Background: an optimization exercise with open tools, aiming at small area. Do not read the settings as production practice.
Only simulation tests tie the RTL to the original design; equivalence was not proved.
Power figures rest on the tool's default switching activity, not on a simulated workload.

== alpha ==
Design srvmux, start of the top module:
module srvmux (
    input  wire        clk,
    input  wire        rst,           
    input  wire        tick,
    input  wire        cmd_valid,
    input  wire [47:0] cmd,
    output reg         resp_valid,
    output wire [39:0] resp,
    output wire        servo_out,
    output wire [3:0]  addr,
    output wire        step_out,
    output reg         ev_step_fire,
    output reg         ev_step_wrap,
    output reg         ev_div,
    output reg         ev_mux,
    output wire        ev_wdt
);
clock: 12.0 ns
lec_check: 0
cap_margin: 20
cell_pad_in_sites_detail_placement: 0
cell_pad_in_sites_global_placement: 1
core_margin: 2
core_utilization: 50
place_density: 0.65
slew_margin: 20
standard.sh (not shown) runs the stock make flow with config.mk's settings and CLKGATE_MAP_FILE= SYNTH_SCRIPT=/design/flow/synth_recipe.tcl, a recipe that flattens the netlist after the stock synthesis.
==> flow/flow/run.sh <==
#!/bin/bash
# Own layout flow: the standard flow (standard.sh), with
#  - ABC's mapping script replaced by an area-oriented one (flow/area.abc);
#    registers, their names and their cells are those of the standard synthesis
#  - no fixed adder-cell mapping before ABC (ADDER_MAP_FILE empty)
#  - port buffers of the smallest buffer cell
#  - CTS without dummy loads
# Each tool writes its own log under orfs/logs; make's output goes to flow.log.
set -euo pipefail
here=$PWD
{
  echo 'proc abc {args} {'
  echo '  set i [lsearch -exact $args -script]'
  echo "  if {\$i >= 0} { set args [lreplace \$args \$i [expr {\$i+1}] -script $here/flow/area.abc] }"
  echo '  yosys abc {*}$args'
  echo '}'
  cat synth_recipe.tcl
} > my_synth.tcl
sed "s#SYNTH_SCRIPT=[^ ]*#SYNTH_SCRIPT=$here/my_synth.tcl#" standard.sh > my_standard.sh
export ADDER_MAP_FILE=
export BUFFER_PORTS_ARGS="-buffer_cell sky130_fd_sc_hd__buf_1"
export CTS_ARGS="-sink_clustering_enable -repair_clock_nets -dont_use_dummy_load -buf_list {sky130_fd_sc_hd__clkbuf_4} -sink_clustering_size 8 -sink_clustering_max_diameter 50"
bash my_standard.sh > flow.log 2>&1
==> flow/flow/area.abc <==
&get -n
&st
&dch
&nf -R 1000
&st
&syn2
&dch
&nf -R 1000
&put
What beta does differently from alpha at the input level:
Settings: CELL_PAD_IN_SITES_GLOBAL_PLACEMENT: 1 -> 2; CELL_PAD_IN_SITES_DETAIL_PLACEMENT: 0 -> 1; PLACE_DENSITY: 0.65 -> 0.5; CORE_UTILIZATION: 50 -> 35.
==> flow/flow/run.sh <==
#!/bin/bash
# Own layout flow: the standard flow (standard.sh), with
#  - ABC's mapping script replaced by an area-oriented one (flow/area.abc);
#    registers, their names and their cells are those of the standard synthesis
#  - port buffers of the smallest buffer cell
#  - CTS without dummy loads
# Each tool writes its own log under orfs/logs; make's output goes to flow.log.
set -euo pipefail
here=$PWD
{
  echo 'proc abc {args} {'
  echo '  set i [lsearch -exact $args -script]'
  echo "  if {\$i >= 0} { set args [lreplace \$args \$i [expr {\$i+1}] -script $here/flow/area.abc] }"
  echo '  yosys abc {*}$args'
  echo '}'
  cat synth_recipe.tcl
} > my_synth.tcl
sed "s#SYNTH_SCRIPT=[^ ]*#SYNTH_SCRIPT=$here/my_synth.tcl#" standard.sh > my_standard.sh
export BUFFER_PORTS_ARGS="-buffer_cell sky130_fd_sc_hd__buf_1"
export CTS_ARGS="-sink_clustering_enable -repair_clock_nets -dont_use_dummy_load"
bash my_standard.sh > flow.log 2>&1
==> comparison <==
Transition time of the tightest slew-check pin: beta < alpha. Height of the die (beta vs. alpha) increases by more than 10%. | logic depth of the worst setup path including buffers | beta vs alpha | about 6% higher |. In beta, the clock-buffer cell count came out about 23% below the value in alpha.

Another version of the RTL of srvmux (not shown whole).
For scale: ~320 flip-flops, ~100 I/O pins, about 16,000 µm² of cells after synthesis.
Settings: LEC_CHECK=0, CAP_MARGIN=20, CELL_PAD_IN_SITES_DETAIL_PLACEMENT=0, CELL_PAD_IN_SITES_GLOBAL_PLACEMENT=1, CORE_MARGIN=2, CORE_UTILIZATION=50, PLACE_DENSITY=0.65, SLEW_MARGIN=20; clock period 12.0 ns.
==> flow/flow/run.sh <==
#!/bin/bash
# Own layout flow: the standard flow (standard.sh), with
#  - ABC's mapping script replaced by an area-oriented one (flow/area.abc);
#    registers, their names and their cells are those of the standard synthesis
#  - no fixed adder-cell mapping before ABC (ADDER_MAP_FILE empty)
#  - port buffers of the smallest buffer cell
#  - CTS without dummy loads
#  - timing-driven placement that does not keep its own resizing (GPL_KEEP_OVERFLOW 0)
# Each tool writes its own log under orfs/logs; make's output goes to flow.log.
set -euo pipefail
here=$PWD
{
  echo 'proc abc {args} {'
  echo '  set i [lsearch -exact $args -script]'
  echo "  if {\$i >= 0} { set args [lreplace \$args \$i [expr {\$i+1}] -script $here/flow/area.abc] }"
  echo '  yosys abc {*}$args'
  echo '}'
  cat synth_recipe.tcl
} > my_synth.tcl
sed "s#SYNTH_SCRIPT=[^ ]*#SYNTH_SCRIPT=$here/my_synth.tcl#" standard.sh > my_standard.sh
export ADDER_MAP_FILE=
export BUFFER_PORTS_ARGS="-buffer_cell sky130_fd_sc_hd__buf_1"
export GPL_KEEP_OVERFLOW=0
export CTS_ARGS="-sink_clustering_enable -repair_clock_nets -dont_use_dummy_load -buf_list {sky130_fd_sc_hd__clkbuf_4} -sink_clustering_size 8 -sink_clustering_max_diameter 50"
bash my_standard.sh > flow.log 2>&1
==> flow/flow/area.abc <==
strash
ifraig
dc2
dch -f
amap
strash
dc2
dch -f
amap
strash
dc2
dch -f
amap
&get -n
&st
&dch -f
&nf -R 1000 -C 32
&put
==> next run, changes <==
--- a/flow/flow/run.sh
+++ b/flow/flow/run.sh
@@ -8 +8,2 @@
-#  - timing-driven placement that does not keep its own resizing (GPL_KEEP_OVERFLOW 0)
+#  - the buffers that timing-driven placement inserts are removed before
+#    the post-placement repair (flow/pre_resize.tcl)
@@ -23 +24 @@
-export GPL_KEEP_OVERFLOW=0
+export PRE_RESIZE_TCL=$here/flow/pre_resize.tcl
==> flow/flow/pre_resize.tcl (new file) <==
# Before the post-placement repair: take out the buffers that timing-driven
# global placement inserted (named place*), so that repair_design buffers only
# the nets that still need it. The port buffers (input*/output*) are kept:
# they are marked dont_touch while the others are removed.
set gpl_bufs [get_cells -quiet place*]
set port_bufs [concat [get_cells -quiet input*] [get_cells -quiet output*]]
puts "pre_resize: removing [llength $gpl_bufs] placement buffers, keeping [llength $port_bufs] port buffers"
if { [llength $gpl_bufs] > 0 } {
  set_dont_touch $port_bufs
  remove_buffers $gpl_bufs
  unset_dont_touch $port_bufs
}
Wire length went down by about 0.32%; cell count went down by 0.74%; clock skew went down by 0.013 ns; sequential power stays flat; non-clock buffer count went down by 14.
==> next run, changes <==
==> flow/flow/pre_resize.tcl (replaced) <==
# Before the post-placement repair: take out the buffers that timing-driven
# global placement inserted (named place*), so that repair_design buffers only
# the nets that still need it. Port buffers (input*/output*) stay.
set gpl_bufs [get_cells -quiet place*]
puts "pre_resize: removing [llength $gpl_bufs] placement buffers"
if { [llength $gpl_bufs] > 0 } {
  remove_buffers $gpl_bufs
}
What happened:
- synthesized cell count does not change
- routed wire length is about the same
- combinational power went down by 17%
- design area went down by 2.1%
- clock skew went up by 0.010 ns
==> next run, changes <==
--- a/flow/flow/run.sh
+++ b/flow/flow/run.sh
@@ -8,2 +7,0 @@
-#  - the buffers that timing-driven placement inserts are removed before
-#    the post-placement repair (flow/pre_resize.tcl)
@@ -24,2 +22 @@
-export PRE_RESIZE_TCL=$here/flow/pre_resize.tcl
-export CTS_ARGS="-sink_clustering_enable -repair_clock_nets -dont_use_dummy_load -buf_list {sky130_fd_sc_hd__clkbuf_4} -sink_clustering_size 8 -sink_clustering_max_diameter 50"
+export CTS_ARGS="-sink_clustering_enable -repair_clock_nets -dont_use_dummy_load -buf_list {sky130_fd_sc_hd__clkbuf_4} -sink_clustering_size 10 -sink_clustering_max_diameter 40"
- CELL_PAD_IN_SITES_GLOBAL_PLACEMENT: 1 -> 0
- CORE_UTILIZATION: 50 -> 62
- PLACE_DENSITY: 0.65 -> 0.8
removed: flow/flow/pre_resize.tcl
=> Global-route usage increases by 6.1 points. Wire length decreases by 5.5%. Cell area increases by 0.45%. First-iteration DRC count increases by 41%. Die area decreases by 19%. Non-clock buffer count increases by 116. Setup slack improves by 0.14 ns. Clock-buffer cell count decreases by 4.

port drivers added, routing unchanged:
Ports are ideal in the flow. The routed layouts listed here were re-timed in OpenROAD. Step 1 sets driving cells, clkbuf_16 on the clock port and buf_2 on the other inputs (assumed; they add their load-dependent delay and slew). Step 2 moves the port delays by t, midway between the first and last clock arrival at a register: inputs arrive t later, outputs are due t later. That takes back most of the time a late clock gives input paths. Three values: no drivers, after step 1, after step 2; two values: the first two.
run | t, ns | setup WS [ns] | hold WS [ns] | latest minus earliest clock arrival (ns) | max-slew violations | capacitance violations
alpha | 0.824 | 1.530 / 1.558 / 0.734 | 0.481 / 0.481 / 0.481 | 0.149 / 0.150 | 0 / 0 | 0 / 0
beta | 0.601 | 1.534 / 1.570 / 0.969 | 0.472 / 0.472 / 0.472 | 0.063 / 0.063 | 0 / 0 | 0 / 0
the first run of note 2 | 0.750 | 0.683 / 0.712 / -0.038 | 0.477 / 0.477 / 0.477 | 0.116 / 0.117 | 0 / 0 | 0 / 0
the second run of note 2 | 0.821 | 0.581 / 0.609 / -0.211 | 0.493 / 0.493 / 0.493 | 0.099 / 0.099 | 0 / 0 | 0 / 0
the third run of note 2 | 0.822 | 0.653 / 0.599 / -0.223 | 0.483 / 0.483 / 0.483 | 0.122 / 0.121 | 0 / 96 | 0 / 1
the fourth run of note 2 | 0.738 | 0.796 / 0.817 / 0.078 | 0.483 / 0.483 / 0.483 | 0.100 / 0.101 | 0 / 0 | 0 / 0
Met with ideal ports but missed after step 2: setup timing in the first run of note 2, the second run of note 2 and the third run of note 2. With drivers on, slew violations rise in the third run of note 2. With drivers on, capacitance violations rise in the third run of note 2. For the third run of note 2, which loses most, drivers alone change the setup slack by -0.054 ns; drivers and shift together by -0.876 ns.
